Background: an optimization exercise with open tools, aiming at small area, a short achievable clock period and few clock cycles. Do not read the settings as production practice. At most, simulation tests tie the RTL to the original design; equivalence was not proved. The RTL of runs 1 to 3 was laid out without a check of its function. Power and IR drop assume default switching activity.

## flow/design.v

```verilog
module frame_reader (
    input  wire       clk,
    input  wire       rst,
    input  wire       in_valid,
    output wire       in_ready,
    input  wire [7:0] in_data,
    output wire       out_valid,
    input  wire       out_ready,
    output wire [7:0] out_data,
    output wire       out_last,
    output wire       out_discard
);
    localparam [7:0] MAGIC0      = 8'h55;
    localparam [7:0] MAGIC1      = 8'hAA;
    localparam [7:0] MAX_PAYLOAD = 8'd57;
    localparam [2:0] S_IDLE = 3'd0,    
                     S_M1   = 3'd1,    
                     S_ID   = 3'd2,    
                     S_LS   = 3'd3,    
                     S_LEN  = 3'd4,    
                     S_BODY = 3'd5;    
    reg        in_rdy_r;
    reg        bv;                     
    reg  [7:0] b;
    assign in_ready = in_rdy_r;
    always @(posedge clk) begin
        b  <= in_data;
        bv <= in_valid && in_rdy_r && !rst;
    end
    reg  [7:0] ring [0:63];
    reg  [6:0] wptr;                   
    reg  [6:0] rptr;                   
    reg  [2:0] st;
    reg  [5:0] rem;                    
    reg [15:0] crc;                    
    reg        dec_v;                  
    reg        dec_bad;                
    reg  [5:0] dec_ld;                 
    reg  [5:0] dec_la;                 
    wire store = bv && (st == S_ID || st == S_LS || st == S_LEN || st == S_BODY);
    reg [15:0] crc_next;
    integer    i;
    always @* begin
        crc_next = ((st == S_LEN) ? 16'h0000 : crc) ^ {8'h00, b};
        for (i = 0; i < 8; i = i + 1) begin
            if (crc_next[0])
                crc_next = (crc_next >> 1) ^ 16'h8408;
            else
                crc_next = crc_next >> 1;
        end
    end
    always @(posedge clk) begin
        if (store)
            ring[wptr[5:0]] <= b;
    end
    reg  [6:0] q_ent [0:3];
    reg  [2:0] q_wp, q_rp;             
    wire       push      = dec_v;
    wire       push_disc = dec_bad || (crc != 16'h0000);
    wire [5:0] push_last = push_disc ? dec_ld : dec_la;
    always @(posedge clk) begin
        if (rst) begin
            st    <= S_IDLE;
            wptr  <= 7'd0;
            dec_v <= 1'b0;
        end else begin
            dec_v  <= 1'b0;
            if (push && !push_disc)
                wptr <= wptr - 7'd2;           
            else if (store)
                wptr <= wptr + 7'd1;
            if (bv) begin
                case (st)
                    S_IDLE: if (b == MAGIC0) st <= S_M1;
                    S_M1:   if (b == MAGIC1) st <= S_ID;
                            else if (b != MAGIC0) st <= S_IDLE;
                    S_ID:   st <= S_LS;
                    S_LS:   st <= S_LEN;
                    S_LEN: begin
                        rem <= b[5:0];
                        crc <= crc_next;
                        if (b > MAX_PAYLOAD) begin
                            st      <= S_IDLE;
                            dec_v   <= 1'b1;
                            dec_bad <= 1'b1;
                        end else begin
                            st <= S_BODY;
                        end
                    end
                    S_BODY: begin
                        rem <= rem - 6'd1;
                        crc <= crc_next;
                        if (rem == 6'h3F) begin
                            st      <= S_IDLE;
                            dec_v   <= 1'b1;
                            dec_bad <= 1'b0;
                        end
                    end
                    default: st <= S_IDLE;
                endcase
            end
        end
    end
    always @(posedge clk) begin
        dec_ld <= wptr[5:0];
        dec_la <= wptr[5:0] - 6'd2;
        if (push)
            q_ent[q_wp[1:0]] <= {push_disc, push_last};
        if (rst)
            q_wp <= 3'd0;
        else if (push)
            q_wp <= q_wp + 3'd1;
    end
    reg        ov;
    reg  [7:0] od;
    reg        ol;
    reg        odisc;
    reg  [7:0] h_od;
    reg        h_ol;
    reg        h_odisc;
    reg        cur_v;
    reg        cur_disc;
    reg  [5:0] cur_last;
    reg  [1:0] pre;                    
    reg  [7:0] rsel_hi;
    reg  [7:0] rsel_lo;
    assign out_valid   = ov;
    assign out_data    = od;
    assign out_last    = ol;
    assign out_discard = odisc;
    wire       have   = (q_wp != q_rp);
    wire [6:0] head   = q_ent[q_rp[1:0]];
    wire       in_pre = cur_disc && !pre[1];
    wire       b_last = !in_pre && (rptr[5:0] == cur_last);
    wire       adv    = !ov || out_ready;
    wire       load   = !cur_v || b_last;    
    reg  [7:0] rdata;
    reg  [7:0] grp;
    integer    g, k;
    always @* begin
        rdata = 8'h00;
        for (g = 0; g < 8; g = g + 1) begin
            grp = 8'h00;
            for (k = 0; k < 8; k = k + 1)
                grp = grp | (ring[8 * g + k] & {8{rsel_lo[k]}});
            rdata = rdata | (grp & {8{rsel_hi[g]}});
        end
    end
    wire [7:0] nd = in_pre ? (pre[0] ? MAGIC1 : MAGIC0) : rdata;
    always @(posedge clk) begin
        od    <= adv ? nd : ~h_od;
        ol    <= adv ? b_last : ~h_ol;
        odisc <= adv ? cur_disc : ~h_odisc;
        if (adv) begin
            h_od    <= ~nd;
            h_ol    <= ~b_last;
            h_odisc <= ~cur_disc;
            if (load) begin
                cur_disc <= head[6];
                cur_last <= head[5:0];
            end
        end
        if (rst) begin
            ov      <= 1'b0;
            cur_v   <= 1'b0;
            pre     <= 2'd0;
            rptr    <= 7'd0;
            rsel_hi <= 8'h01;
            rsel_lo <= 8'h01;
            q_rp    <= 3'd0;
        end else if (adv) begin
            ov <= cur_v;
            if (load) begin
                cur_v <= have;
                if (have)
                    q_rp <= q_rp + 3'd1;
            end
            if (cur_v) begin
                if (in_pre) begin
                    pre <= pre + 2'd1;
                end else begin
                    rptr    <= rptr + 7'd1;
                    rsel_lo <= {rsel_lo[6:0], rsel_lo[7]};
                    if (rsel_lo[7])
                        rsel_hi <= {rsel_hi[6:0], rsel_hi[7]};
                end
                if (b_last)
                    pre <= 2'd0;
            end
        end
    end
    wire [6:0] occ  = wptr - rptr;
    wire [2:0] qcnt = q_wp - q_rp;
    always @(posedge clk) begin
        if (rst)
            in_rdy_r <= 1'b1;
        else
            in_rdy_r <= (occ <= 7'd61) && (qcnt <= 3'd3);
    end
endmodule
```

## flow/run.sh

```bash
#!/bin/bash
# synth_recipe.tcl (not shown) runs the flow's synth.tcl, then flattens the netlist and writes it again
# the make line also repeats each setting of config.mk as NAME=value (left out here)
make -C /OpenROAD-flow-scripts/flow DESIGN_CONFIG=/design/flow/config.mk WORK_HOME=/design/flow/orfs CLKGATE_MAP_FILE= SYNTH_SCRIPT=/design/flow/synth_recipe.tcl finish
```

## flow/config.mk

```make
export PLATFORM = sky130hd
export DESIGN_NAME = frame_reader
export DESIGN_NICKNAME = frame_reader
export VERILOG_FILES = /design/flow/design.v
export SDC_FILE = /design/flow/constraint.sdc
export NUM_CORES = 4
export LEC_CHECK = 0
export CAP_MARGIN = 20
export CORE_MARGIN = 2
export CORE_UTILIZATION = 55
export PLACE_DENSITY = 0.7
export SETUP_SLACK_MARGIN = 3.7
export SLEW_MARGIN = 20
export TNS_END_PERCENT = 100
```

## flow/constraint.sdc

```tcl
create_clock -name core_clock -period 6.0 [get_ports {clk}]
set_input_delay 1.2000 -clock core_clock [delete_from_list [all_inputs] [get_ports {clk}]]
set_output_delay 1.2000 -clock core_clock [all_outputs]
set_load 0.01 [all_outputs]
```

==> qor.csv, run 1 <==
stage;metric;value;unit
final_layout;final_util;65.8;%
routing;antenna_violating_nets_post_route;0;
routing;drt_iter0_markers;1847;
routing;routed_via_density;6.51;
synthesis;postSynthRegisterBits;655;
global_routing;initial_antenna_violation_count;0;
synthesis;library_cells_used_by_synthesis;73;
min_path;hold_crit_class;reg -> reg;
clocking;cts_tree;built;
floorplan;floorplan.die_area;0.0471;sq mm
setup_path;crit_start;rsel_lo[3];
floorplan;die_w;217;um
clocking;clock_latency_on_the_worst_skew_pair;0.59;ns
setup_path;max_stage_delay;0.83;ns
setup_path;critPathLaunchType;flip-flop;
setup_path;arrival;2.87;ns
synthesis;ys_dominant_reg_cell;edfxtp_1;
routing;detailedRoute.firstPassIterationCount;6;
floorplan;initial_utilization;55.4;%
synthesis;postSynthNetCount;1590;
sta;unrepaired_setup_endpoints_after_global_routing;true;
power;leakagePower;9.27;nW
setup_path;worstReg2RegStart;rsel_lo[3];
setup_path;worstSetupEndpointType;flip-flop;
global_routing;via_count_of_the_first_global_routing_pass;14800;
clocking;clock-sinks;655;
min_path;hold_path.startpoint;h_ol;
global_routing;global_route_wire_length_before_repair;94100;um
final_layout;layout.cell_area.non_filler;0.0296;sq mm
sta;worst_pin_slew;0.896;ns
clocking;clock_tree.root_cell;clkbuf_16;
power;power_density;346;mW/mm^2
floorplan;top_level_ports;24;
setup_path;worstSetupPathType;reg -> reg;
sta;final_period_minus_worst_setup_slack;2.41;ns
floorplan;fp.dieH;217;um
sta;setup-violations-final;0;
global_routing;grt_remaining_overflow;0;
synthesis;synth_edf_count;580;
outcome;outcome;finished clean;
synthesis;yosys_top_cell_by_area;edfxtp_1;
setup_path;cp.required;6.46;ns
synthesis;synth_top_area_share;69.7;%
clocking;path_clk_slew;0.06;ns
floorplan;coreArea;0.0451;sq mm
synthesis;synth.yosys.seq_area_share;75.7;%
placed_design;detailedPlacementHpwl;34100;um
synthesis;synth.area.top_cells;edfxtp_1, a22oi_1, dfxtp_1;
sta;timing.max_slew.rel_slack;40.2;%
routing;wl_per_cell;28.0;um
synthesis;synth_warnings;1;
final_layout;n_antenna_cell;0;
sta;skew;0.0222;ns
power;vdd_drop_max;260;uV
global_routing;grt_use_total;27.2;%
setup_path;critical_path.cell_chain;buf_12, buf_16, a22oi_2, nand4_1, a222oi_1, a32o_2, mux2i_1;
global_routing;grt_max_degree;72;
floorplan;fp_rows;78;
synthesis;syn-mean-instance-area;16.1;sq um
synthesis;postSynth.asyncResetShare;0;%
run;maxCapViolations;0;
routing;route.detailed.drc;0;
clocking;ctsHtreeMaxLevel;3;
sta;max_clock_freq;0.415;GHz
sta;report.final.hold_viol_count;0;
sta;tns;0;ns
placed_design;dpl-instance-area;0.0258;sq mm
clocking;cts_hold_repair.buffers;0;
clocking;clock_tree_buffer_depth;3;
setup_path;path_max_fanout;8;
final_layout;layout_net_count;1671;
synthesis;post_synth_inst_count;1554;
routing;via_count;14900;
setup_path;slowest_stage;a222oi_1;
sta;post-route-period-util;40.1;%
clocking;cts_made_buffers;67;
placed_design;place.port_buffers;23;
synthesis;netlist_area;0.0250;sq mm
routing;aggregate_routed_wire_length;64100;um
sta;drv_slew;0;
placed_design;globalplace.congestion;0.812;
final_layout;layout-area-overhead-vs-synth;18.7;%
final_layout;final_layout_size_suffix_gt1_share;21.4;%
-- Yosys cell counts (11+ instances only) --
| library cell | count |
|---|---|
| a21oi_1 | 32 |
| a22oi_1 | 256 |
| a41oi_1 | 26 |
| buf_1 | 14 |
| buf_2 | 42 |
| clkbuf_1 | 30 |
| dfxtp_1 | 75 |
| edfxtp_1 | 580 |
| ha_1 | 22 |
| inv_1 | 32 |
| mux2i_1 | 14 |
| nand2_1 | 74 |
| nand3_1 | 17 |
| nand4_1 | 42 |
| nor2_1 | 88 |
| nor2b_1 | 11 |
| o21ai_0 | 12 |
| xnor2_1 | 33 |
| xor2_1 | 26 |
-- cell families (layout without fill, tap and decap cells) --
logic type / Yosys count / in the layout / synth area share [%]
xor gates and xnor gates: 60 / 60 / 2.18
and+or+nand+nor: 284 / 284 / 5.76
DFF: 655 / 655 / 75.7
adders and majority gates: 24 / 24 / 1.26
buffers and inverters: 123 / 255 / 2.14
AOI/OAI and AO/OA: 378 / 378 / 11.3
muxes: 30 / 30 / 1.60
-- flip-flops by register name, indices dropped and copies added (netlist names), 5 cells and up --
signal / cells
rsel_lo: 8
q_ent: 28
dec_ld: 5
ring: 512
rsel_hi: 8
cur_last: 6
crc: 16
b: 8
h_od: 8
dec_la: 6
rptr: 7
od: 8
wptr: 7
rem: 6
-- metal layers --
layer / wire [um] / track usage, % / vias to the layer above / part of all wire (%)
li1: - / - / 6393 / -
met2: 30900 / 43.6 / 889 / 48
met3: 6410 / 6.18 / 163 / 10
met4: 2680 / 10.9 / 0 / 4.2
met1: 24000 / 36.5 / 7444 / 38
met5: 0 / 0 / - / 0
-- area by class of cell --
type | instances | area (sq um)
clock buffers | 90 | 1950
clock inverters | 30 | 243
fillers | 3024 | 15400
inverters | 33 | 129
multi-input cells | 776 | 6300
flip-flops and latches | 655 | 19000
well taps | 600 | 751
repair buffers | 101 | 1300
repair inverters | 1 | 5.00
-- path summary, 6_finish.rpt --
| kind | endpoint | slack [ns] | cells past startpoint |
|---|---|---|---|
| max | od[1] | 3.59 | 7 |
| min | ol | 0.42 | 1 |
| max reg2reg | od[1] | 3.59 | 7 |
| min reg2reg | ol | 0.42 | 1 |
-- where the power goes --
group          internal (mW)  switching (mW)
clock                   2.45            1.70
combinational          0.388           0.562
sequential              5.08          0.0838
total                   7.92            2.35
-- timing repair --
item | CTS | global route
pin swaps | 11 | 34
cloned | 11 | 0
gates resized for setup | 199 | 99
buffers inserted | 24 | 17
endpoints found under the setup margin | 574 | 526
-- stage by stage --
stage	hold WS [ns]	std cells	setup WS [ns]	total power [mW]
after global routing	0.441	2286	3.62	10.5
after CTS	0.425	2269	3.47	10.2
after global placement	0.414	2114	2.56	6.07
after detailed placement	0.409	2114	2.51	6.09
final	0.422	2286	3.59	10.3
after floorplan	0.352	1554	3.58	5.74
-- worst max-delay path: cells and delay by family, from the launching register on --
kind                   cells  cell delay [ns]
buffers and inverters      2             0.33
muxes                      1             0.09
and+or+nand+nor            1             0.12
DFF                        1             0.39
AOI/OAI and AO/OA          3             1.34
-- layout by cell type, fill, tap and decap left out, types with 18 or more instances in the layout --
cell type	count
a22oi_2	18
xnor2_1	33
edfxtp_1	580
nand2_1	61
inv_1	31
ha_1	22
a21oi_1	31
dfxtp_1	53
nor2_1	24
a22oi_1	238
nand4_1	42
a41oi_1	25
xor2_1	26
buf_4	41
clkbuf_16	74
nor2_4	63
==> inputs of run 2 (changes only) <==
--- a/flow/config.mk
+++ b/flow/config.mk
@@ -8,6 +8,8 @@
 export CAP_MARGIN = 20
 export CORE_MARGIN = 2
 export CORE_UTILIZATION = 55
+export CTS_CLUSTER_DIAMETER = 60
+export CTS_CLUSTER_SIZE = 20
 export PLACE_DENSITY = 0.7
 export SETUP_SLACK_MARGIN = 3.7
 export SLEW_MARGIN = 20
==> run 2 against run 1 <==
Still clean; routed wire length decreased by 3.8%; synthesized cell count unchanged; global-route usage decreased by 1.1 points; critical path type unchanged; synthesized area unchanged; critical path depth increased by 1; first-iteration DRC count increased by 8.9%; largest power group unchanged; highest routed layer unchanged.
==> qor.csv, run 2 <==
stage;metric;value;unit;change
synthesis;postSynthRegisterBits;655;;unchanged
clocking;cts_tree;built;;
floorplan;fp.dieH;217;um;unchanged
placed_design;globalplace.congestion;0.812;;unchanged
routing;drt_iter0_markers;2011;;+8.9%
synthesis;ys_dominant_reg_cell;edfxtp_1;;
placed_design;place.port_buffers;23;;unchanged
power;vdd_drop_max;213;uV;-18%
sta;max_clock_freq;0.409;GHz;-1.6%
outcome;outcome;finished clean;;
placed_design;detailedPlacementHpwl;34100;um;unchanged
sta;report.final.hold_viol_count;0;;unchanged
setup_path;worst-r2r-setup-slack;3.55;ns;-0.04 ns
routing;detailedRoute.firstPassIterationCount;6;;unchanged
sta;post-route-period-util;40.8;%;+0.66 points
setup_path;critPathLaunchType;flip-flop;;
synthesis;synth_top_area_share;69.7;%;unchanged
final_layout;layout.cells.most_common_list;edfxtp_1, a22oi_1, nor2_4;;
final_layout;layoutNonFillerInstCount;2249;;-1.6%
routing;route.detailed.drc;0;;unchanged
final_layout;layout-area-overhead-vs-synth;15.7;%;
setup_path;cp.required;6.48;ns;+0.02 ns
synthesis;yosys_top_cell_by_area;edfxtp_1;;
floorplan;floorplan.die_area;0.0471;sq mm;unchanged
floorplan;coreArea;0.0451;sq mm;unchanged
placed_design;dpl.cell_count;2114;;unchanged
clocking;path_clk_slew;0.08;ns;+0.02 ns
run;maxCapViolations;0;;unchanged
routing;via_count;14600;;-2.1%
routing;routed_via_density;6.48;;-0.53%
synthesis;synth_edf_count;580;;unchanged
final_layout;layout_net_count;1655;;-0.96%
setup_path;arrival;2.93;ns;+0.06 ns
final_layout;n_antenna_cell;0;;unchanged
setup_path;path_max_fanout;7;;-1
sta;skew;0.0276;ns;+0.00542 ns
global_routing;initial_antenna_violation_count;0;;unchanged
sta;tns;0;ns;unchanged
floorplan;fp_rows;78;;unchanged
clocking;cts_made_buffers;44;;-34%
floorplan;die_w;217;um;unchanged
sta;unrepaired_setup_endpoints_after_global_routing;true;;
min_path;hold_path.startpoint;h_ol;;
final_layout;final_util;64.1;%;-1.6 points
sta;drv_slew;0;;unchanged
clocking;ctsHtreeMaxLevel;2;;-1
setup_path;crit_start;rsel_lo[3];;
floorplan;initial_utilization;55.4;%;unchanged
sta;worst_pin_slew;0.920;ns;+0.0238 ns
final_layout;final_layout_size_suffix_gt1_share;20.0;%;-1.4 points
global_routing;grt_remaining_overflow;0;;unchanged
clocking;clock_tree_buffer_depth;3;;unchanged
power;power_density;324;mW/mm^2;-6.4%
synthesis;library_cells_used_by_synthesis;73;;unchanged
clocking;clock-sinks;655;;unchanged
routing;antenna_violating_nets_post_route;0;;unchanged
synthesis;post_synth_most_frequent_cells;edfxtp_1, a22oi_1, nor2_1;;
final_layout;largest_register_ffs;512;;unchanged
global_routing;grt_use_total;26.1;%;-1.1 points
setup_path;worstReg2RegStart;rsel_lo[3];;
clocking;clock_latency_on_the_worst_skew_pair;0.60;ns;about the same
floorplan;top_level_ports;24;;unchanged
synthesis;netlist_area;0.0250;sq mm;unchanged
global_routing;global_route_wire_length_before_repair;91000;um;-3.3%
synthesis;post_synth_inst_count;1554;;unchanged
sta;timing.max_slew.rel_slack;38.7;%;-1.6 points
synthesis;synth_most_common_cell;edfxtp_1;;
power;leakagePower;8.93;nW;-3.7%
sta;setup-violations-final;0;;unchanged
final_layout;mostFrequentLayoutCell;edfxtp_1;;
setup_path;worstSetupPathType;reg -> reg;;
synthesis;synth_warnings;1;;unchanged
routing;wl_per_cell;27.4;um;-2.3%
power;p_total;9.37;mW;-8.7%
global_routing;grt_max_degree;72;;unchanged
setup_path;worstSetupEndpointType;flip-flop;;
synthesis;syn-mean-instance-area;16.1;sq um;unchanged
global_routing;via_count_of_the_first_global_routing_pass;14400;;-3.2%
synthesis;synth.yosys.seq_area_share;75.7;%;unchanged
routing;aggregate_routed_wire_length;61600;um;-3.8%
min_path;hold_crit_class;reg -> reg;;
synthesis;postSynth.asyncResetShare;0;%;unchanged
synthesis;postSynthNetCount;1590;;unchanged
clocking;clock_tree.root_cell;clkbuf_16;;
sta;final_period_minus_worst_setup_slack;2.45;ns;+0.0396 ns
synthesis;synth.area.top_cells;edfxtp_1, a22oi_1, dfxtp_1;;
==> run 2: changes by cell type in the layout (fill, tap and decap cells not counted), sizes merged <==
cell,before,now
bufbuf,7,4
clkinv,25,9
inv,33,40
buf,84,93
bufinv,4,7
clkbuf,90,55
clkinvlp,2,0
==> run 2: area by class of cell <==
type / instances / area (sq um)
clock buffer: 54 / 1180
clock inverter: 22 / 344
fill: 3133 / 16200
inverter: 33 / 129
multi-input combinational: 776 / 6250
sequential: 655 / 19000
tap: 600 / 751
timing repair buffer: 108 / 1280
timing repair inverter: 1 / 5.00
==> run 2: what timing repair did <==
action	CTS	global route
cloned	6	1
pin swaps	9	34
endpoints found under the hold margin	0	0
setup endpoints to repair	574	530
gates resized for setup	205	85
hold buffers	0	0
buffers inserted	25	27
==> run 2: logic make-up (layout without fill, tap and decap cells) <==
logic type	Yosys count	count (layout)	share of synthesized area [%]
muxes	30	30	1.60
AOI/OAI and AO/OA	378	378	11.3
DFF	655	655	75.7
and+or+nand+nor	284	284	5.76
buffers and inverters	123	218	2.14
adders and majority gates	24	24	1.26
xor gates and xnor gates	60	60	2.18
==> run 2: worst paths after layout <==
check / endpoint / depth (start not counted)
worst min-delay path: ol / 1
worst max-delay path: od[4] / 8
worst min register to register: ol / 1
worst max register to register: od[4] / 8
==> run 2: layer usage <==
metal,up-vias,GRT usage [%],share of wire (%)
li1,6328,-,-
met1,7388,36.0,40
met2,768,42.6,49
met3,87,5.38,9.3
met4,0,7.74,2.6
met5,-,0,0
==> run 2: where the power goes <==
group / internal (mW) / total [mW] / switching [mW]
logic: 0.366 / 0.922 / 0.556
registers: 5.07 / 5.15 / 0.0820
clock network: 1.74 / 3.30 / 1.56
==> run 2: critical path, stage by stage (launching register included) <==
cell and delay [ns]:
dfxtp_4 0.38, buf_12 0.16, buf_16 0.14, buf_8 0.14
a22oi_2 0.14, nand4_1 0.14, a222oi_1 0.81, a32o_2 0.32
mux2i_1 0.09
==> run 2: stage by stage <==
stage	hold WS (ns)	worst slack, ns	cell area (sq um)
2_1_floorplan	0.352	3.58	25000
3_3_place_gp	0.414	2.56	25800
3_5_place_dp	0.409	2.51	25800
4_1_cts	0.417	3.48	28200
5_1_grt	0.447	3.56	28900
6_report	0.411	3.55	28900
==> inputs of run 3 (changes only) <==
==> flow/config.mk (replaced) <==
export PLATFORM = sky130hd
export DESIGN_NAME = frame_reader
export DESIGN_NICKNAME = frame_reader
export VERILOG_FILES = /design/flow/design.v
export SDC_FILE = /design/flow/constraint.sdc
export NUM_CORES = 4
export LEC_CHECK = 0
export CAP_MARGIN = 20
export CORE_MARGIN = 2
export CORE_UTILIZATION = 40
export CTS_CLUSTER_DIAMETER = 80
export CTS_CLUSTER_SIZE = 24
export PLACE_DENSITY = 0.6
export SETUP_SLACK_MARGIN = 3.65
export SLEW_MARGIN = 20
export TNS_END_PERCENT = 100
==> run 3 against run 2 <==
Critical endpoint is now od[7]; synthesized area unchanged; combinational power down 1%; first-iteration DRC count fell by 32%; fmax up 2.6%; highest routed layer unchanged; sequential power about the same; still clean on timing, DRC and antenna; non-clock buffer count shrank 10; routed wire length up 1.6%; critical path type unchanged; total power down 7.7%; hold slack better by 0.017 ns; clock power fell by 22%; sequential share of layout area rose by 0.60 points.
==> qor.csv, run 3 <==
stage;metric;value;unit;change
outcome;outcome;finished clean;;
synthesis;postSynthNetCount;1590;;unchanged
setup_path;worstReg2RegStart;rsel_lo[2];;
synthesis;post_synth_xor_area_fraction;2.18;%;unchanged
synthesis;postSynthRegisterBits;655;;unchanged
run;maxCapViolations;0;;unchanged
clocking;path_clk_slew;0.09;ns;about the same
placed_design;detailedPlacementHpwl;35700;um;+4.8%
synthesis;post_synth_inst_count;1554;;unchanged
power;switchingPower;2.06;mW;-6.3%
floorplan;die_w;254;um;+17%
setup_path;crit_start;rsel_lo[2];;
synthesis;ys_dominant_reg_cell;edfxtp_1;;
synthesis;synth_edf_count;580;;unchanged
synthesis;fraction_of_the_mapped_netlist_area_in_simple_logic_gates;5.76;%;unchanged
final_layout;mostFrequentLayoutCell;edfxtp_1;;
floorplan;coreArea;0.0617;sq mm;+37%
placed_design;dpl_worst_slack;2.46;ns;-0.0438 ns
final_layout;largest_register_ffs;512;;unchanged
power;internal_power;6.59;mW;-8.1%
routing;via_count;14200;;-2.4%
final_layout;n_fill_cell;5334;;+70%
min_path;hold_crit_class;reg -> reg;;
sta;worst_slack;3.61;ns;+0.0615 ns
floorplan;fp.dieH;254;um;+17%
global_routing;via_count_of_the_first_global_routing_pass;14000;;-2.4%
synthesis;synth_warnings;1;;unchanged
global_routing;global_route_wire_length_before_repair;92100;um;+1.1%
global_routing;grt_remaining_overflow;0;;unchanged
final_layout;layout.area.seq;0.0190;sq mm;about the same
synthesis;synth_most_common_cell;edfxtp_1;;
sta;post-route-period-util;39.8;%;-1.0 points
setup_path;critPathLaunchType;flip-flop;;
synthesis;synth.yosys.seq_area_share;75.7;%;unchanged
floorplan;initial_utilization;40.5;%;-15 points
clocking;clock_tree_buffer_depth;3;;unchanged
sta;timing.max_slew.rel_slack;41.1;%;+2.4 points
routing;wl_per_cell;25.5;um;-6.9%
clocking;clock-sinks;655;;unchanged
final_layout;layout-area-overhead-vs-synth;14.6;%;
clocking;cts_made_buffers;35;;-20%
global_routing;grt_use_total;19.4;%;-6.8 points
min_path;hold_path.startpoint;h_od[1];;
sta;max_clock_freq;0.419;GHz;+2.6%
setup_path;worstSetupEndpointType;flip-flop;;
setup_path;slowest_stage;a222oi_1;;
clocking;cts_tree;built;;
clocking;clock_latency_on_the_worst_skew_pair;0.58;ns;-0.02 ns
setup_path;worstSetupPathType;reg -> reg;;
setup_path;max_stage_delay;0.74;ns;-0.07 ns
final_layout;final_util;46.4;%;-18 points
floorplan;top_level_ports;24;;unchanged
synthesis;postSynth.asyncResetShare;0;%;unchanged
synthesis;synth-compound-area-share;11.3;%;unchanged
synthesis;synth_top_area_share;69.7;%;unchanged
sta;tns;0;ns;unchanged
power;switching_share;23.8;%;+0.37 points
sta;setup-violations-final;0;;unchanged
sta;final_period_minus_worst_setup_slack;2.39;ns;-0.0615 ns
floorplan;floorplan.die_area;0.0645;sq mm;+37%
synthesis;synth_fa_ha_area_share;1.26;%;unchanged
synthesis;post_synth_most_frequent_cells;edfxtp_1, a22oi_1, nor2_1;;
synthesis;muxShareOfSynthArea;1.60;%;unchanged
routing;routed_via_density;5.79;;-11%
final_layout;final_layout_size_suffix_gt1_share;17.9;%;-2.1 points
power;power.combinational.fraction;10.5;%;+0.7 points
synthesis;yosys_top_cell_by_area;edfxtp_1;;
power;share_seq_of_total_power;59.5;%;+4.5 points
placed_design;place.port_buffers;23;;unchanged
clocking;ctsHtreeMaxLevel;2;;unchanged
sta;report.final.hold_viol_count;0;;unchanged
power;power.clock.fraction;30.0;%;-5.2 points
floorplan;fp_rows;91;;+17%
setup_path;critical_path.cell_chain;buf_6, a22oi_1, nand4_1, a222oi_1, a32o_2, mux2i_1;;
setup_path;path_max_fanout;8;;+1
power;leakagePower;8.61;nW;-3.5%
final_layout;layout_net_count;1636;;-1.1%
global_routing;initial_antenna_violation_count;0;;unchanged
sta;unrepaired_setup_endpoints_after_global_routing;true;;
routing;route.detailed.drc;0;;unchanged
final_layout;layout.cells.most_common_list;edfxtp_1, a22oi_1, nor2_4;;
setup_path;arrival;2.85;ns;-0.08 ns
sta;skew;0.0206;ns;-0.00700 ns
synthesis;netlist_area;0.0250;sq mm;unchanged
power;vdd_drop_max;258;uV;+21%
routing;drt_iter0_markers;1372;;-32%
synthesis;library_cells_used_by_synthesis;73;;unchanged
routing;aggregate_routed_wire_length;62600;um;+1.6%
final_layout;footprint_of_the_multi_input_gates;0.00624;sq mm;-0.16%
routing;antenna_violating_nets_post_route;0;;unchanged
final_layout;n_antenna_cell;0;;unchanged
sta;drv_slew;0;;unchanged
setup_path;cp.required;6.46;ns;-0.02 ns
power;power_density;302;mW/mm^2;-6.8%
global_routing;grt_max_degree;72;;unchanged
clocking;clock_tree.root_cell;clkbuf_16;;
synthesis;syn-mean-instance-area;16.1;sq um;unchanged
routing;detailedRoute.firstPassIterationCount;5;;-1
synthesis;largest_family_of_logic_cells_by_synthesized_area;compound AO/OA/AOI/OAI gates;;
synthesis;synth.area.top_cells;edfxtp_1, a22oi_1, dfxtp_1;;
sta;worst_pin_slew;0.884;ns;-0.0361 ns
placed_design;globalplace.congestion;0.770;;-5.2%
-- run 3: layer usage --
layer | GRT usage (%) | up-vias | routed length, um | part of all wire [%]
met2 | 32.7 | 542 | 30800 | 49
met1 | 26.5 | 7318 | 26400 | 42
met3 | 2.82 | 89 | 4030 | 6.4
met5 | 0 | - | 0 | 0
met4 | 4.42 | 0 | 1430 | 2.3
li1 | - | 6275 | - | -
-- run 3: what timing repair did --
item	CTS	global route
hold endpoints to repair	0	0
buffers inserted	17	28
hold buffers	0	0
cloned	1	1
endpoints found under the setup margin	540	508
pin swaps	8	32
gates resized for setup	186	76
-- run 3: cell families after synthesis --
| group | after synthesis |
|---|---|
| AND/OR/NAND/NOR | 284 |
| flip-flops | 655 |
| buffers and inverters | 123 |
| multiplexers | 30 |
| XOR/XNOR | 60 |
| AO/OA/AOI/OAI | 378 |
| adder cells (fa/ha/maj) | 24 |
-- run 3: worst max-delay path: cells and delay by family, from the launching register on --
kind / cells / cell delay (ns)
AO/OA/AOI/OAI: 3 / 1.34
buffers and inverters: 1 / 0.19
flip-flops: 1 / 0.40
multiplexers: 1 / 0.10
AND/OR/NAND/NOR: 1 / 0.24
-- run 3: final cells by class --
cell class	instances	area share, %
repair buffers	98	4.21
flip-flops and latches	655	66.2
multi-input cells	776	21.8
repair inverters	1	0.0175
clock inverters	8	0.293
clock buffers	47	3.36
inverters	33	0.459
well taps	837	3.66
-- run 3: final timing paths --
path | to | slack [ns] | depth (start not counted)
worst min-delay path | od[1] | 0.43 | 1
worst min register to register | od[1] | 0.43 | 1
worst max register to register | od[7] | 3.61 | 6
worst max-delay path | od[7] | 3.61 | 6
-- run 3: stage by stage --
stage | cell area, sq um | power (mW) | instances | hold WS, ns
4_1_cts | 27900 | 8.69 | 2426 | 0.431
3_5_place_dp | 26100 | 6.10 | 2353 | 0.414
6_report | 28600 | 8.65 | 2455 | 0.427
5_1_grt | 28600 | 8.94 | 2455 | 0.446
3_3_place_gp | 26100 | 6.09 | 2353 | 0.413
2_1_floorplan | 25000 | 5.74 | 1554 | 0.352
-- run 3: power groups by stage --
stage / clock [mW] / sequential, mW / combinational, mW
global route: 2.79 / 5.16 / 0.981
CTS: 2.64 / 5.15 / 0.898
detailed placement: 0 / 5.28 / 0.828
finish: 2.59 / 5.15 / 0.910
floorplan: 0 / 5.25 / 0.489
global placement: 0 / 5.28 / 0.815
==> inputs of run 4 (changes only) <==
--- a/flow/design.v
+++ b/flow/design.v
@@ -20,13 +20,9 @@
                      S_LEN  = 3'd4,    
                      S_BODY = 3'd5;    
     reg        in_rdy_r;
-    reg        bv;                     
-    reg  [7:0] b;
     assign in_ready = in_rdy_r;
-    always @(posedge clk) begin
-        b  <= in_data;
-        bv <= in_valid && in_rdy_r && !rst;
-    end
+    wire       bv = in_valid && in_rdy_r;
+    wire [7:0] b  = in_data;
     reg  [7:0] ring [0:63];
     reg  [6:0] wptr;                   
     reg  [6:0] rptr;                   
@@ -195,6 +191,6 @@
         if (rst)
             in_rdy_r <= 1'b1;
         else
-            in_rdy_r <= (occ <= 7'd61) && (qcnt <= 3'd3);
+            in_rdy_r <= (occ <= 7'd62) && (qcnt <= 3'd3);
     end
 endmodule
==> run 4 against run 3 <==
Critical path type unchanged; global-route usage rose by 1.2 points; clock skew about the same; first-iteration DRC count is 58% higher; largest cell class unchanged; still clean.
==> qor.csv, run 4 <==
stage;metric;value;unit;change
clocking;ctsHtreeMaxLevel;2;;unchanged
min_path;hold_path.startpoint;h_ol;;
setup_path;critPathLaunchType;flip-flop;;
floorplan;floorplan.die_area;0.0636;sq mm;-1.3%
floorplan;fp.dieH;252;um;-0.66%
sta;setup-violations-final;0;;unchanged
global_routing;grt_max_degree;69;;-4.2%
placed_design;detailedPlacementHpwl;39400;um;+10%
global_routing;initial_antenna_violation_count;1;;+1
clocking;clock-sinks;646;;-1.4%
placed_design;globalplace.congestion;0.835;;+8.4%
synthesis;synth.area.top_cells;edfxtp_1, a22oi_1, dfxtp_1;;
synthesis;post_synth_inst_count;1543;;-0.71%
min_path;holdPathEnd;ol;;
global_routing;global_route_wire_length_before_repair;95900;um;+4.2%
placed_design;dpl-instance-area;0.0263;sq mm;+0.58%
setup_path;worstRegToRegCells;6;;unchanged
routing;antenna_violating_nets_post_route;0;;unchanged
final_layout;final_util;46.1;%;-0.34 points
setup_path;path_max_fanout;34;;+26
setup_path;worstReg2RegStart;rsel_lo[5];;
routing;aggregate_routed_wire_length;66000;um;+5.5%
sta;worst_pin_slew;0.870;ns;-0.0141 ns
global_routing;grt_use_total;20.5;%;+1.2 points
sta;timing.max_slew.rel_slack;42.0;%;+0.94 points
power;vdd_drop_max;197;uV;-24%
sta;post-route-period-util;38.9;%;-0.92 points
synthesis;library_cells_used_by_synthesis;63;;-14%
final_layout;layout_net_count;1641;;+0.31%
setup_path;arrival;2.79;ns;-0.06 ns
sta;final_period_minus_worst_setup_slack;2.33;ns;-0.0551 ns
routing;detailedRoute.firstPassIterationCount;6;;+1
routing;routed_via_density;5.99;;+3.3%
outcome;outcome;finished clean;;
clocking;clock_tree.root_cell;clkbuf_16;;
routing;via_count;14500;;+1.6%
sta;unrepaired_setup_endpoints_after_global_routing;true;;
final_layout;layout-area-overhead-vs-synth;14.7;%;about the same
setup_path;worstSetupEndpointType;flip-flop;;
setup_path;worst-r2r-setup-slack;3.67;ns;+0.06 ns
setup_path;r2r_end;od[6];;
floorplan;coreArea;0.0614;sq mm;-0.55%
synthesis;yosys_top_cell_by_area;edfxtp_1;;
floorplan;fp_rows;91;;unchanged
clocking;path_clk_slew;0.10;ns;about the same
sta;fin_worst_hold_slack;0.420;ns;-0.00740 ns
final_layout;n_antenna_cell;0;;unchanged
sta;max_clock_freq;0.429;GHz;+2.4%
final_layout;mostFrequentLayoutCell;edfxtp_1;;
power;leakagePower;8.55;nW;-0.73%
synthesis;postSynth.asyncResetShare;0;%;unchanged
global_routing;via_count_of_the_first_global_routing_pass;14000;;-0.17%
routing;wl_per_cell;27.3;um;+7.3%
floorplan;die_w;252;um;-0.66%
synthesis;postSynthNetCount;1579;;-0.69%
routing;route.detailed.drc;0;;unchanged
synthesis;synth_edf_count;580;;unchanged
synthesis;synth_warnings;1;;unchanged
clocking;cts_tree;built;;
synthesis;synth_top_area_share;70.7;%;+0.94 points
clocking;cts_made_buffers;34;;-2.9%
clocking;cts_hold_repair.buffers;0;;unchanged
final_layout;layout.cells.most_common_list;edfxtp_1, a22oi_1, nand2_1;;
sta;report.final.hold_viol_count;0;;unchanged
clocking;clock_latency_on_the_worst_skew_pair;0.58;ns;about the same
sta;drv_slew;0;;unchanged
run;maxCapViolations;0;;unchanged
synthesis;ys_dominant_reg_cell;edfxtp_1;;
placed_design;place.port_buffers;23;;unchanged
final_layout;final_layout_size_suffix_gt1_share;18.0;%;+0.046 points
synthesis;postSynthRegisterBits;646;;-1.4%
synthesis;syn-mean-instance-area;16.0;sq um;-0.63%
sta;tns;0;ns;unchanged
floorplan;initial_utilization;40.2;%;-0.32 points
synthesis;synth.yosys.seq_area_share;76.0;%;+0.29 points
min_path;worstHoldPathCells;1;;unchanged
synthesis;post_synth_most_frequent_cells;edfxtp_1, a22oi_1, nor2_1;;
final_layout;n_fill_cell;5114;;-4.1%
synthesis;netlist_area;0.0246;sq mm;-1.3%
setup_path;worstSetupPathType;reg -> reg;;
final_layout;largest_register_ffs;512;;unchanged
setup_path;cp.required;6.46;ns;about the same
power;power_density;305;mW/mm^2;+0.98%
final_layout;layout.cell_area.non_filler;0.0283;sq mm;-1.3%
clocking;clock_tree_buffer_depth;3;;unchanged
global_routing;grt_remaining_overflow;0;;unchanged
min_path;hold_crit_class;reg -> reg;;
floorplan;top_level_ports;24;;unchanged
synthesis;synth_most_common_cell;edfxtp_1;;
routing;drt_iter0_markers;2164;;+58%
sta;skew;0.0202;ns;-0.000397 ns
## run 4: cell types whose count changed in the layout (fill, tap and decap cells not counted), moves of 5 or more
cell             change
mux2_2               -6
buf_2                +9
a21oi_1              +5
buf_12              -16
clkdlybuf4s50_1      -9
buf_4               +29
clkbuf_1             +5
dfxtp_1              -6
a2111oi_2            -5
nand2_2              -6
dfxtp_2              -6
nand2_1              +7
## run 4: layer usage
metal | part of all wire, % | global-route usage (%) | vias to the layer above
li1 | - | - | 6267
met1 | 42 | 28.9 | 7362
met2 | 47 | 32.4 | 726
met3 | 7.8 | 3.55 | 103
met4 | 3.6 | 6.98 | 0
met5 | 0 | 0 | -
## run 4: worst max-delay path by stage
| stage | from | slack (ns) | cells after the start | end |
|---|---|---|---|---|
| 2_1_floorplan | rst | 3.19 | 3 | dec_bad |
| 3_3_place_gp | in_valid | 2.38 | 4 | ring[61][0] |
| 3_5_place_dp | in_valid | 2.33 | 4 | ring[56][6] |
| 4_1_cts | st[2] | 3.60 | 5 | crc[3] |
| 5_1_grt | crc[1] | 3.52 | 4 | q_ent[1][1] |
| 6_report | rsel_lo[5] | 3.67 | 6 | od[6] |
## run 4: power by group
group | total [mW] | switching (mW) | internal [mW] | leakage, nW
clock | 2.59 | 1.43 | 1.15 | 0.491
sequential | 5.08 | 0.0675 | 5.01 | 5.84
combinational | 0.958 | 0.615 | 0.344 | 2.22
## run 4: cell families (layout without fill, tap and decap cells)
logic type	after synthesis	count (layout)	synth area share, %
fa+ha+maj	24	24	1.28
xor+xnor	62	62	2.23
mux	28	28	1.53
simple gates	287	287	5.69
flops	646	646	76.0
compound gates	379	379	11.4
buf+inv	117	199	1.87
## run 4: area by class of cell
type / count / area (sq um) / share of cell area (%)
inverter: 32 / 134 / 0.474
clock buffer: 50 / 932 / 3.30
timing repair buffer: 110 / 1050 / 3.71
timing repair inverter: 1 / 6.26 / 0.0221
sequential: 646 / 18800 / 66.4
clock inverter: 6 / 88.8 / 0.314
tap: 790 / 988 / 3.50
multi-input combinational: 780 / 6280 / 22.2
## run 4: timing repair
action | CTS | global route
buffers inserted | 32 | 17
resized for setup | 126 | 35
gates cloned | 1 | 3
endpoints found under the setup margin | 550 | 305
pin swaps | 27 | 8
## run 4: metrics by stage
stage / worst slack, ns / power, mW / instances
after global routing: 3.52 / 8.89 / 2415
final: 3.67 / 8.63 / 2415
after CTS: 3.60 / 8.67 / 2395
after global placement: 2.38 / 6.06 / 2306
after floorplan: 3.19 / 5.65 / 1543
after detailed placement: 2.33 / 6.07 / 2306
## run 4: worst max-delay path, stage by stage (launching register included)
cell	delay [ns]
dfxtp_4	0.42
buf_6	0.23
a22oi_1	0.26
nand4_1	0.17
a222oi_1	0.65
a32o_2	0.37
mux2i_1	0.09
Testbench counts of run 4, summed over its fixed seeds: cycles 32,718.
==> inputs of run 5 (changes only) <==
--- a/flow/config.mk
+++ b/flow/config.mk
@@ -11,6 +11,6 @@
 export CTS_CLUSTER_DIAMETER = 80
 export CTS_CLUSTER_SIZE = 24
 export PLACE_DENSITY = 0.6
-export SETUP_SLACK_MARGIN = 3.65
+export SETUP_SLACK_MARGIN = 3.8
 export SLEW_MARGIN = 20
 export TNS_END_PERCENT = 100
==> run 5 against run 4 <==
Die area unchanged; combinational power grew 12%; largest cell class unchanged; hold slack gained 0.011 ns; sequential cell count unchanged; worst setup slack better by 0.058 ns.
==> qor.csv, run 5 <==
stage;metric;value;unit;change
min_path;hold_path.startpoint;h_ol;;
sta;report.final.hold_viol_count;0;;unchanged
global_routing;grt_max_degree;69;;unchanged
routing;aggregate_routed_wire_length;68600;um;+3.8%
sta;worst_slack;3.73;ns;+0.0582 ns
setup_path;worstSetupEndpointType;output port;;
setup_path;r2r_end;od[6];;
setup_path;cp.buffers_inverters;1;;unchanged
power;p_total;8.79;mW;+1.9%
clocking;clock_latency_on_the_worst_skew_pair;0.59;ns;about the same
final_layout;layout-area-overhead-vs-synth;16.5;%;
power;internal_power;6.64;mW;+1.9%
sta;post-route-period-util;37.9;%;-0.97 points
setup_path;slowest_stage;dfxtp_4;;
setup_path;arrival;1.07;ns;-1.72 ns
floorplan;fp.dieH;252;um;unchanged
power;power.combinational.fraction;12.1;%;+1.0 points
synthesis;post_synth_most_frequent_cells;edfxtp_1, a22oi_1, nor2_1;;
floorplan;top_level_ports;24;;unchanged
synthesis;synth.yosys.seq_area_share;76.0;%;unchanged
synthesis;library_cells_used_by_synthesis;63;;unchanged
routing;antenna_violating_nets_post_route;0;;unchanged
outcome;outcome;finished clean;;
routing;met2RoutedLength;32500;um;+5.0%
run;maxCapViolations;0;;unchanged
power;leakagePower;8.69;nW;+1.7%
final_layout;largest_register_ffs;512;;unchanged
routing;routed_via_density;6.04;;+0.95%
final_layout;mostFrequentLayoutCell;edfxtp_1;;
synthesis;post_synth_inst_count;1543;;unchanged
sta;max_clock_freq;0.440;GHz;+2.6%
setup_path;cp.required;4.80;ns;-1.66 ns
floorplan;die_w;252;um;unchanged
setup_path;worst-r2r-setup-slack;3.77;ns;+0.10 ns
min_path;hold_crit_class;reg -> reg;;
setup_path;critical_path.cell_chain;buf_6;;
sta;tns;0;ns;unchanged
synthesis;syn-mean-instance-area;16.0;sq um;unchanged
setup_path;critPathLaunchType;flip-flop;;
global_routing;global_route_wire_length_before_repair;98200;um;+2.4%
final_layout;layoutNonFillerInstCount;2422;;+0.29%
power;switchingPower;2.15;mW;+1.7%
final_layout;n_antenna_cell;0;;unchanged
setup_path;worstSetupPathType;reg -> out;;
synthesis;netlist_area;0.0246;sq mm;unchanged
setup_path;max_stage_delay;0.37;ns;-0.28 ns
clocking;cts_made_buffers;34;;unchanged
floorplan;fp_rows;91;;unchanged
floorplan;coreArea;0.0614;sq mm;unchanged
routing;drt_iter0_markers;1859;;-14%
routing;wl_met1;28000;um;+1.6%
final_layout;final_layout_size_suffix_gt1_share;20.3;%;+2.4 points
clocking;clock-sinks;646;;unchanged
min_path;holdPathEnd;ol;;
routing;wl_per_cell;28.3;um;+3.5%
synthesis;synth_edf_count;580;;unchanged
sta;skew;0.0206;ns;+0.000319 ns
synthesis;postSynth.asyncResetShare;0;%;unchanged
clocking;path_clk_slew;0.10;ns;about the same
final_layout;layout.cells.most_common_list;edfxtp_1, a22oi_1, nand2_1;;
routing;wl_met3;5670;um;+9.3%
floorplan;initial_utilization;40.2;%;unchanged
synthesis;synth_warnings;1;;unchanged
sta;timing.max_slew.rel_slack;38.7;%;-3.3 points
synthesis;synth_most_common_cell;edfxtp_1;;
power;vdd_drop_max;162;uV;-18%
final_layout;layout.area.seq;0.0188;sq mm;about the same
power;power.clock.fraction;30.0;%;about the same
routing;top_layer;met4;;
sta;drv_slew;0;;unchanged
synthesis;synth.area.top_cells;edfxtp_1, a22oi_1, dfxtp_1;;
final_layout;n_fill_cell;5126;;+0.23%
setup_path;worstReg2RegStart;rsel_lo[2];;
setup_path;worstRegToRegCells;7;;+1
clocking;ctsHtreeMaxLevel;2;;unchanged
sta;unrepaired_setup_endpoints_after_global_routing;true;;
sta;setup-violations-final;0;;unchanged
clocking;clock_tree_buffer_depth;3;;unchanged
setup_path;critPathTopFamily;flip-flops;;
routing;route.detailed.drc;0;;unchanged
synthesis;ys_dominant_reg_cell;edfxtp_1;;
global_routing;grt_remaining_overflow;0;;unchanged
placed_design;globalplace.congestion;0.881;;+5.6%
final_layout;layout_net_count;1647;;+0.37%
global_routing;grt_use_total;21.2;%;+0.67 points
placed_design;detailedPlacementHpwl;39700;um;+0.89%
sta;worst_pin_slew;0.920;ns;+0.0499 ns
global_routing;via_count_of_the_first_global_routing_pass;14300;;+1.9%
synthesis;yosys_top_cell_by_area;edfxtp_1;;
synthesis;postSynthNetCount;1579;;unchanged
synthesis;synth_top_area_share;70.7;%;unchanged
global_routing;initial_antenna_violation_count;0;;-1
final_layout;footprint_of_the_multi_input_gates;0.00644;sq mm;+2.5%
synthesis;postSynthRegisterBits;646;;unchanged
sta;final_period_minus_worst_setup_slack;2.27;ns;-0.0582 ns
min_path;worstHoldPathCells;1;;unchanged
placed_design;place.port_buffers;23;;unchanged
routing;detailedRoute.firstPassIterationCount;5;;-1
floorplan;floorplan.die_area;0.0636;sq mm;unchanged
clocking;cts_tree;built;;
routing;via_count;14600;;+1.2%
power;switching_share;24.5;%;-0.047 points
setup_path;path_max_fanout;2;;-94%
power;share_seq_of_total_power;57.8;%;-1.1 points
placed_design;dpl_worst_slack;2.21;ns;-0.120 ns
power;power_density;306;mW/mm^2;+0.25%
placed_design;dpl.cell_count;2306;;unchanged
clocking;clock_tree.root_cell;clkbuf_16;;
-- run 5: stage by stage --
step,utilization [%],instance area [sq um],hold WS (ns)
final,46.8,28700,0.431
after global routing,46.8,28700,0.467
after CTS,45.9,28200,0.435
after detailed placement,43.0,26400,0.421
after global placement,43.0,26400,0.419
after floorplan,-,25300,0.354
-- run 5: per-layer routing --
metal  vias up  global-route usage, %
met5         -                      0
met4         0                   7.59
met3       118                   3.27
met2       710                   33.7
met1      7517                   29.7
li1       6293                      -
-- run 5: final cells by class --
| type | instances | area share (%) |
|---|---|---|
| Inverter | 32 | 0.466 |
| Clock buffer | 50 | 3.39 |
| Sequential cell | 646 | 65.4 |
| Timing Repair inverter | 1 | 0.0218 |
| Multi-Input combinational cell | 780 | 22.4 |
| Timing Repair Buffer | 116 | 4.53 |
| Clock inverter | 7 | 0.314 |
| Tap cell | 790 | 3.44 |
-- run 5: how the worst max path moves through the flow --
stage                   from           to  slack, ns  cells after the start
global placement    in_valid  ring[61][0]       2.32                      4
CTS                 in_rdy_r     in_ready       3.69                      1
global route        in_rdy_r     in_ready       3.69                      1
finish              in_rdy_r     in_ready       3.73                      1
detailed placement  in_valid  ring[61][4]       2.21                      4
floorplan                rst      dec_bad       3.19                      3
-- run 5: kinds of logic after synthesis --
family	synth area share, %
xor+xnor	2.23
buf+inv	1.87
fa+ha+maj	1.28
mux	1.53
compound gates	11.4
simple gates	5.69
flops	76.0
-- run 5: repair_timing --
item / CTS / global route
gates resized for setup: 148 / 52
pin swaps: 34 / 31
hold buffers: 0 / 0
hold endpoints to repair: 0 / 0
gates cloned: 3 / 6
setup buffers: 35 / 15
endpoints found under the setup margin: 621 / 113
-- run 5: power by group through the flow --
stage	registers [mW]	logic [mW]	clock network, mW
detailed placement	5.21	0.860	0
global placement	5.21	0.851	0
global route	5.10	1.13	2.82
floorplan	5.17	0.485	0
CTS	5.08	0.976	2.68
finish	5.08	1.07	2.64
==> inputs of run 6 (changes only) <==
--- a/flow/config.mk
+++ b/flow/config.mk
@@ -7,10 +7,10 @@
 export LEC_CHECK = 0
 export CAP_MARGIN = 20
 export CORE_MARGIN = 2
-export CORE_UTILIZATION = 40
+export CORE_UTILIZATION = 55
 export CTS_CLUSTER_DIAMETER = 80
 export CTS_CLUSTER_SIZE = 24
-export PLACE_DENSITY = 0.6
+export PLACE_DENSITY = 0.7
 export SETUP_SLACK_MARGIN = 3.8
 export SLEW_MARGIN = 20
 export TNS_END_PERCENT = 100
==> run 6 against run 5 <==
Highest routed layer unchanged; non-clock buffer count shrank 16; largest cell class unchanged; cell area shrank 2.1%; critical path depth is the same; global-route usage grew 5.4 points; core utilization grew 17 points; via count shrank 1.1%; still clean on timing, DRC and antenna.
==> qor.csv, run 6 <==
stage;metric;value;unit;change
routing;antenna_violating_nets_post_route;0;;unchanged
floorplan;coreArea;0.0442;sq mm;-28%
routing;wl_per_cell;28.3;um;-0.18%
power;switching_share;23.8;%;-0.65 points
setup_path;worst_setup_path_endpoint;in_ready;;
min_path;hold_crit_class;reg -> reg;;
setup_path;critical_path.cell_chain;buf_6;;
sta;drv_slew;0;;unchanged
routing;drt_iter0_markers;1916;;+3.1%
power;vdd_drop_max;230;uV;+42%
floorplan;fp_rows;77;;-15%
sta;final_period_minus_worst_setup_slack;2.29;ns;+0.0142 ns
power;power.clock.fraction;27.6;%;-2.4 points
run;maxCapViolations;0;;unchanged
final_layout;largest_register_ffs;512;;unchanged
sta;timing.max_slew.rel_slack;47.7;%;+9.0 points
final_layout;layoutNonFillerInstCount;2208;;-8.8%
setup_path;cp.buffers_inverters;1;;unchanged
setup_path;arrival;1.09;ns;+0.02 ns
power;leakagePower;8.54;nW;-1.8%
synthesis;synth_most_common_cell;edfxtp_1;;
synthesis;netlist_area;0.0246;sq mm;unchanged
placed_design;dpl.cell_count;2103;;-8.8%
floorplan;floorplan.die_area;0.0465;sq mm;-27%
setup_path;critPathLaunchType;flip-flop;;
sta;setup-violations-final;0;;unchanged
final_layout;final_util;63.6;%;+17 points
sta;post-route-period-util;38.1;%;+0.24 points
synthesis;synth.yosys.seq_area_share;76.0;%;unchanged
final_layout;final_layout_size_suffix_gt1_share;19.1;%;-1.3 points
synthesis;synth_top_area_share;70.7;%;unchanged
setup_path;critPathTopFamily;flip-flops;;
setup_path;path_max_fanout;2;;unchanged
clocking;clock_tree_buffer_depth;3;;unchanged
power;power_density;300;mW/mm^2;-1.8%
global_routing;via_count_of_the_first_global_routing_pass;13900;;-2.9%
sta;worst_pin_slew;0.785;ns;-0.135 ns
global_routing;grt_remaining_overflow;0;;unchanged
setup_path;max_stage_delay;0.37;ns;about the same
setup_path;crit_start;in_rdy_r;;
final_layout;layout.cell_area.non_filler;0.0281;sq mm;-2.1%
power;internal_power;6.44;mW;-3.0%
floorplan;initial_utilization;55.7;%;+16 points
floorplan;die_w;216;um;-14%
sta;unrepaired_setup_endpoints_after_global_routing;true;;
sta;fin_worst_hold_slack;0.429;ns;-0.00236 ns
placed_design;detailedPlacementHpwl;35800;um;-9.7%
routing;aggregate_routed_wire_length;62400;um;-9.0%
global_routing;global_route_wire_length_before_repair;91600;um;-6.7%
power;switchingPower;2.02;mW;-6.3%
global_routing;grt_use_total;26.6;%;+5.4 points
power;share_seq_of_total_power;60.1;%;+2.3 points
setup_path;worstSetupPathDepth;1;;unchanged
placed_design;dpl-instance-area;0.0261;sq mm;-1.0%
power;power.combinational.fraction;12.4;%;+0.3 points
sta;report.final.hold_viol_count;0;;unchanged
synthesis;post_synth_most_frequent_cells;edfxtp_1, a22oi_1, nor2_1;;
routing;detailedRoute.firstPassIterationCount;9;;+4
clocking;cts_hold_repair.buffers;0;;unchanged
setup_path;worstReg2RegStart;rsel_lo[1];;
clocking;cts_tree;built;;
routing;route.detailed.drc;0;;unchanged
final_layout;n_antenna_cell;0;;unchanged
sta;skew;0.0155;ns;-0.00503 ns
placed_design;place.port_buffers;23;;unchanged
setup_path;r2r_end;od[7];;
clocking;ctsHtreeMaxLevel;1;;-1
routing;routed_via_density;6.56;;+8.5%
clocking;clock_latency_on_the_worst_skew_pair;0.61;ns;+0.02 ns
synthesis;library_cells_used_by_synthesis;63;;unchanged
sta;tns;0;ns;unchanged
setup_path;worstRegToRegCells;7;;unchanged
final_layout;layout.cells.most_common_list;edfxtp_1, a22oi_1, nand2_1;;
floorplan;top_level_ports;24;;unchanged
synthesis;postSynthNetCount;1579;;unchanged
outcome;outcome;finished clean;;
synthesis;synth.area.top_cells;edfxtp_1, a22oi_1, dfxtp_1;;
final_layout;layout-area-overhead-vs-synth;14.1;%;
clocking;path_clk_slew;0.09;ns;about the same
min_path;hold_path.startpoint;h_od[6];;
setup_path;worstSetupPathType;reg -> out;;
synthesis;yosys_top_cell_by_area;edfxtp_1;;
setup_path;worstSetupEndpointType;output port;;
floorplan;fp.dieH;216;um;-14%
clocking;cts_made_buffers;31;;-8.8%
synthesis;postSynth.asyncResetShare;0;%;unchanged
clocking;clock-sinks;646;;unchanged
final_layout;layout_net_count;1628;;-1.2%
synthesis;post_synth_inst_count;1543;;unchanged
synthesis;syn-mean-instance-area;16.0;sq um;unchanged
setup_path;slowest_stage;dfxtp_4;;
global_routing;grt_max_degree;72;;+4.3%
synthesis;synth_warnings;1;;unchanged
sta;max_clock_freq;0.437;GHz;-0.62%
setup_path;cp.required;4.80;ns;about the same
clocking;clock_tree.root_cell;clkbuf_16;;
routing;via_count;14500;;-1.1%
synthesis;postSynthRegisterBits;646;;unchanged
min_path;worstHoldPathCells;1;;unchanged
placed_design;globalplace.congestion;0.859;;-2.5%
setup_path;worst-r2r-setup-slack;3.75;ns;-0.02 ns
global_routing;initial_antenna_violation_count;0;;unchanged
final_layout;mostFrequentLayoutCell;edfxtp_1;;
synthesis;synth_edf_count;580;;unchanged
synthesis;ys_dominant_reg_cell;edfxtp_1;;
-- run 6: repair_timing --
item / in CTS / in global routing
setup buffers: 39 / 4
endpoints found under the hold margin: 0 / 0
cloned: 5 / 0
gates resized for setup: 143 / 54
setup endpoints to repair: 613 / 386
pin swaps: 22 / 32
-- run 6: cells by family (layout without fill, tap and decap cells) --
group | after synthesis | count (layout) | synth area share, %
flip-flops | 646 | 646 | 76.0
AO/OA/AOI/OAI | 379 | 379 | 11.4
AND/OR/NAND/NOR | 287 | 287 | 5.69
buffers and inverters | 117 | 190 | 1.87
XOR/XNOR | 62 | 62 | 2.23
multiplexers | 28 | 28 | 1.53
adder cells (fa/ha/maj) | 24 | 24 | 1.28
-- run 6: layer usage --
layer	up-vias	global-route usage, %	routed length [um]
met2	806	41.7	29200
li1	6256	-	-
met1	7299	39.3	24900
met4	0	8.21	2130
met5	-	0	0
met3	116	3.74	6120
-- run 6: worst min-delay path by stage --
stage,end,slack [ns]
floorplan,dec_ld[4],0.35
global placement,ol,0.41
detailed placement,od[6],0.42
CTS,ol,0.44
global route,od[6],0.45
finish,od[6],0.43
-- run 6: power by group through the flow --
| stage | sequential (mW) | combinational [mW] | clock [mW] |
|---|---|---|---|
| finish | 5.08 | 1.05 | 2.33 |
| global route | 5.09 | 1.11 | 2.50 |
| CTS | 5.07 | 1.01 | 2.35 |
| detailed placement | 5.20 | 0.835 | 0 |
| global placement | 5.20 | 0.821 | 0 |
| floorplan | 5.17 | 0.485 | 0 |
-- run 6: final cells by class --
cell class              instances  area (sq um)
well taps                     592           741
inverters                      32           134
clock buffers                  53           868
flip-flops and latches        646         18800
repair inverters                1          6.26
clock inverters                 4          31.3
fillers                      3115         16100
repair buffers                100          1110
multi-input cells             780          6450
-- run 6: metrics by stage --
| step | total power [mW] | setup slack, ns |
|---|---|---|
| 6_report | 8.45 | 3.71 |
| 5_1_grt | 8.70 | 3.67 |
| 4_1_cts | 8.43 | 3.69 |
| 3_5_place_dp | 6.03 | 2.22 |
| 3_3_place_gp | 6.02 | 2.28 |
| 2_1_floorplan | 5.65 | 3.19 |
==> inputs of run 7 (changes only) <==
--- a/flow/design.v
+++ b/flow/design.v
@@ -78,7 +78,6 @@
                         if (b > MAX_PAYLOAD) begin
                             st      <= S_IDLE;
                             dec_v   <= 1'b1;
-                            dec_bad <= 1'b1;
                         end else begin
                             st <= S_BODY;
                         end
@@ -89,7 +88,6 @@
                         if (rem == 6'h3F) begin
                             st      <= S_IDLE;
                             dec_v   <= 1'b1;
-                            dec_bad <= 1'b0;
                         end
                     end
                     default: st <= S_IDLE;
@@ -98,8 +96,9 @@
         end
     end
     always @(posedge clk) begin
-        dec_ld <= wptr[5:0];
-        dec_la <= wptr[5:0] - 6'd2;
+        dec_bad <= (st == S_LEN);         
+        dec_ld  <= wptr[5:0];
+        dec_la  <= wptr[5:0] - 6'd2;
         if (push)
             q_ent[q_wp[1:0]] <= {push_disc, push_last};
         if (rst)
==> run 7 against run 6 <==
Worst setup slack worse by 0.0018 ns; register-to-register slack better by 0.05 ns; routed wire length up 4.6%.
==> qor.csv, run 7 <==
stage;metric;value;unit;change
outcome;outcome;finished clean;;
power;switching_share;24.3;%;+0.49 points
routing;drt_iter0_markers;2048;;+6.9%
sta;post-route-period-util;38.2;%;about the same
synthesis;postSynth.asyncResetShare;0;%;unchanged
final_layout;largest_register_ffs;512;;unchanged
power;internal_power;6.37;mW;-1.0%
setup_path;cp.buffers_inverters;1;;unchanged
setup_path;worstSetupPathDepth;1;;unchanged
final_layout;layout.cells.most_common_list;edfxtp_1, a22oi_1, nor2_4;;
floorplan;coreArea;0.0442;sq mm;unchanged
sta;unrepaired_setup_endpoints_after_global_routing;true;;
final_layout;layoutNonFillerInstCount;2208;;unchanged
sta;worst_pin_slew;0.853;ns;+0.0681 ns
synthesis;library_cells_used_by_synthesis;61;;-3.2%
power;vdd_drop_max;243;uV;+5.8%
power;power.clock.fraction;27.2;%;-0.4 points
placed_design;dpl-instance-area;0.0258;sq mm;-1.1%
setup_path;critPathLaunchType;flip-flop;;
synthesis;syn-mean-instance-area;15.9;sq um;-0.40%
final_layout;mostFrequentLayoutCell;edfxtp_1;;
floorplan;fp.dieH;216;um;about the same
power;share_seq_of_total_power;60.3;%;+0.2 points
sta;fin_worst_hold_slack;0.411;ns;-0.0176 ns
final_layout;layout-area-overhead-vs-synth;13.1;%;
sta;max_clock_freq;0.437;GHz;about the same
floorplan;top_level_ports;24;;unchanged
routing;antenna_violating_nets_post_route;0;;unchanged
synthesis;netlist_area;0.0247;sq mm;about the same
routing;via_count;14900;;+3.0%
clocking;ctsHtreeMaxLevel;1;;unchanged
routing;route.detailed.drc;0;;unchanged
routing;aggregate_routed_wire_length;65300;um;+4.6%
setup_path;worstReg2RegStart;rsel_lo[2];;
synthesis;postSynthNetCount;1586;;+0.44%
synthesis;post_synth_inst_count;1550;;+0.45%
clocking;clock_latency_on_the_worst_skew_pair;0.63;ns;+0.02 ns
setup_path;critical_path.cell_chain;buf_6;;
synthesis;synth_warnings;1;;unchanged
synthesis;synth.yosys.seq_area_share;75.9;%;-0.083 points
clocking;clock_tree.root_cell;clkbuf_16;;
setup_path;max_stage_delay;0.34;ns;-0.03 ns
clocking;clock_tree_buffer_depth;3;;unchanged
setup_path;critPathTopFamily;flip-flops;;
global_routing;via_count_of_the_first_global_routing_pass;13900;;+0.51%
global_routing;global_route_wire_length_before_repair;93300;um;+1.8%
routing;wl_per_cell;29.6;um;+4.6%
synthesis;synth_most_common_cell;edfxtp_1;;
synthesis;postSynthRegisterBits;646;;unchanged
final_layout;final_layout_size_suffix_gt1_share;18.9;%;-0.19 points
final_layout;layout.cell_area.non_filler;0.0279;sq mm;-0.85%
min_path;hold_crit_class;reg -> reg;;
final_layout;layout_net_count;1628;;unchanged
setup_path;cp.required;4.80;ns;about the same
placed_design;globalplace.congestion;0.934;;+8.7%
setup_path;slowest_stage;dfxtp_2;;
clocking;path_clk_slew;0.09;ns;about the same
clocking;cts_tree;built;;
placed_design;place.port_buffers;23;;unchanged
sta;tns;0;ns;unchanged
floorplan;fp_rows;77;;unchanged
global_routing;grt_remaining_overflow;0;;unchanged
sta;report.final.hold_viol_count;0;;unchanged
routing;routed_via_density;6.75;;+3.0%
setup_path;worstSetupPathType;reg -> out;;
final_layout;final_util;63.1;%;-0.54 points
placed_design;detailedPlacementHpwl;38100;um;+6.3%
synthesis;ys_dominant_reg_cell;edfxtp_1;;
sta;setup-violations-final;0;;unchanged
synthesis;synth.area.top_cells;edfxtp_1, a22oi_1, dfxtp_1;;
setup_path;worst_setup_path_endpoint;out_data[1];;
floorplan;floorplan.die_area;0.0466;sq mm;about the same
sta;drv_slew;0;;unchanged
synthesis;yosys_top_cell_by_area;edfxtp_1;;
global_routing;grt_max_degree;70;;-2.8%
power;power.combinational.fraction;12.5;%;about the same
clocking;clock-sinks;646;;unchanged
setup_path;worstSetupEndpointType;output port;;
setup_path;crit_start;od[1];;
placed_design;dpl.cell_count;2103;;unchanged
global_routing;initial_antenna_violation_count;0;;unchanged
global_routing;grt_use_total;27.3;%;+0.68 points
sta;skew;0.0326;ns;+0.0170 ns
run;maxCapViolations;0;;unchanged
floorplan;initial_utilization;55.8;%;about the same
final_layout;n_antenna_cell;0;;unchanged
setup_path;worstRegToRegCells;6;;-1
sta;timing.max_slew.rel_slack;43.1;%;-4.5 points
clocking;cts_made_buffers;30;;-3.2%
power;power_density;302;mW/mm^2;+0.50%
synthesis;post_synth_most_frequent_cells;edfxtp_1, a22oi_1, nor2_1;;
final_layout;n_fill_cell;3112;;-0.096%
synthesis;synth_edf_count;579;;-0.17%
setup_path;arrival;1.09;ns;about the same
floorplan;die_w;216;um;about the same
power;switchingPower;2.05;mW;+1.7%
setup_path;path_max_fanout;1;;-1
power;leakagePower;8.37;nW;-2.0%
setup_path;worst-r2r-setup-slack;3.80;ns;+0.05 ns
sta;final_period_minus_worst_setup_slack;2.29;ns;+0.00177 ns
routing;detailedRoute.firstPassIterationCount;6;;-3
synthesis;synth_top_area_share;70.5;%;-0.16 points
setup_path;r2r_end;od[6];;
-- run 7: changes by cell type in the layout (fill, tap and decap cells not counted), moves of 5 or more --
cell / change
nor2_1: +5
a22oi_1: +12
a22oi_2: -11
o21ai_0: +5
mux2_2: +5
a31o_2: +5
a32o_2: -5
-- run 7: per-layer routing --
layer | track usage (%) | wire, um
met5 | 0 | 0
met1 | 39.5 | 25200
met2 | 42.5 | 30400
met3 | 4.36 | 7160
met4 | 9.79 | 2510
-- run 7: timing repair --
item	CTS	global route
hold endpoints to repair	0	0
pin swaps	24	19
hold buffers	0	0
endpoints found under the setup margin	619	455
buffers inserted	18	28
cloned	1	2
gates resized for setup	198	34
-- run 7: worst min-delay path by stage --
| stage | from | endpoint | slack [ns] | cells past startpoint |
|---|---|---|---|---|
| after floorplan | wptr[5] | dec_ld[5] | 0.35 | 0 |
| after global placement | h_od[7] | od[7] | 0.41 | 1 |
| after detailed placement | h_ol | ol | 0.42 | 1 |
| after CTS | h_ol | ol | 0.42 | 1 |
| after global routing | h_od[3] | od[3] | 0.44 | 1 |
| final | h_ol | ol | 0.41 | 1 |
-- run 7: power groups by stage --
stage               sequential, mW  clock (mW)  combinational [mW]
floorplan                     5.16           0               0.521
finish                        5.08        2.29                1.05
global placement              5.20           0               0.875
CTS                           5.11        2.31               0.947
global route                  5.09        2.47                1.10
detailed placement            5.21           0               0.890
-- run 7: layout make-up --
type | count | area [sq um] | share of cell area [%]
repair buffers | 94 | 943 | 3.38
repair inverters | 1 | 6.26 | 0.0224
flip-flops and latches | 646 | 18800 | 67.3
clock buffers | 55 | 855 | 3.06
multi-input cells | 786 | 6410 | 23.0
inverters | 33 | 136 | 0.489
clock inverters | 1 | 16.3 | 0.0583
well taps | 592 | 741 | 2.66
-- run 7: metrics by stage --
stage / setup WS, ns / power (mW)
global placement: 2.30 / 6.08
finish: 3.71 / 8.42
CTS: 3.69 / 8.37
detailed placement: 2.24 / 6.10
global route: 3.69 / 8.66
floorplan: 3.40 / 5.68
-- run 7: worst register-to-register path: stages (launching register included) --
cell and delay, ns:
dfxtp_4 0.42, buf_8 0.21, a22oi_1 0.42, a41oi_2 0.24, a2111oi_4 0.38, a32o_2 0.30, mux2i_1 0.10
-- run 7: logic make-up (layout without fill, tap and decap cells) --
logic type | after synthesis | count (layout) | synth area share (%)
xor+xnor | 59 | 59 | 2.13
simple gates | 292 | 293 | 5.68
compound gates | 381 | 381 | 11.5
fa+ha+maj | 24 | 24 | 1.28
flops | 646 | 646 | 75.9
mux | 29 | 29 | 1.57
buf+inv | 119 | 184 | 1.95
Testbench counts of run 7, summed over its fixed seeds: cycles 32,718.

==> what the ideal ports hide <==
In the flow no input, the clock included, has a driving cell. The finished layouts below were timed again as built, in two steps. Step 1, drivers: a clkbuf_16 drives clk and a buf_2 each remaining input, both assumed. Step 2 times the ports against the registers' clock, not the clock port: input delays grow and output delays shrink by t, the midpoint of the rising clock arrivals with the driver on. Slacks: ideal / step 1 / step 2; pairs: ideal / step 1.
run | shift t [ns] | setup WS [ns] | worst setup path at the end | clock arrival spread, ns | worst register clock-pin slew, ns
run 1 | 0.635 | 3.592 / 3.592 / 3.165 | input to register | 0.023 / 0.024 | 0.07 / 0.07
run 2 | 0.647 | 3.552 / 3.552 / 3.173 | input to register | 0.030 / 0.030 | 0.08 / 0.08
run 3 | 0.631 | 3.614 / 3.614 / 3.045 | input to register | 0.023 / 0.022 | 0.10 / 0.10
run 4 | 0.633 | 3.669 / 3.652 / 3.097 | input to register | 0.028 / 0.028 | 0.11 / 0.11
run 5 | 0.635 | 3.727 / 3.668 / 3.203 | input to register | 0.028 / 0.028 | 0.11 / 0.11
run 6 | 0.661 | 3.713 / 3.656 / 3.206 | input to register | 0.018 / 0.018 | 0.10 / 0.10
run 7 | 0.679 | 3.711 / 3.651 / 3.187 | input to register | 0.035 / 0.035 | 0.10 / 0.10
After both steps every run listed still meets setup and hold. For run 4, which loses most, drivers alone change the setup slack by -0.017 ns; drivers and shift together by -0.572 ns.
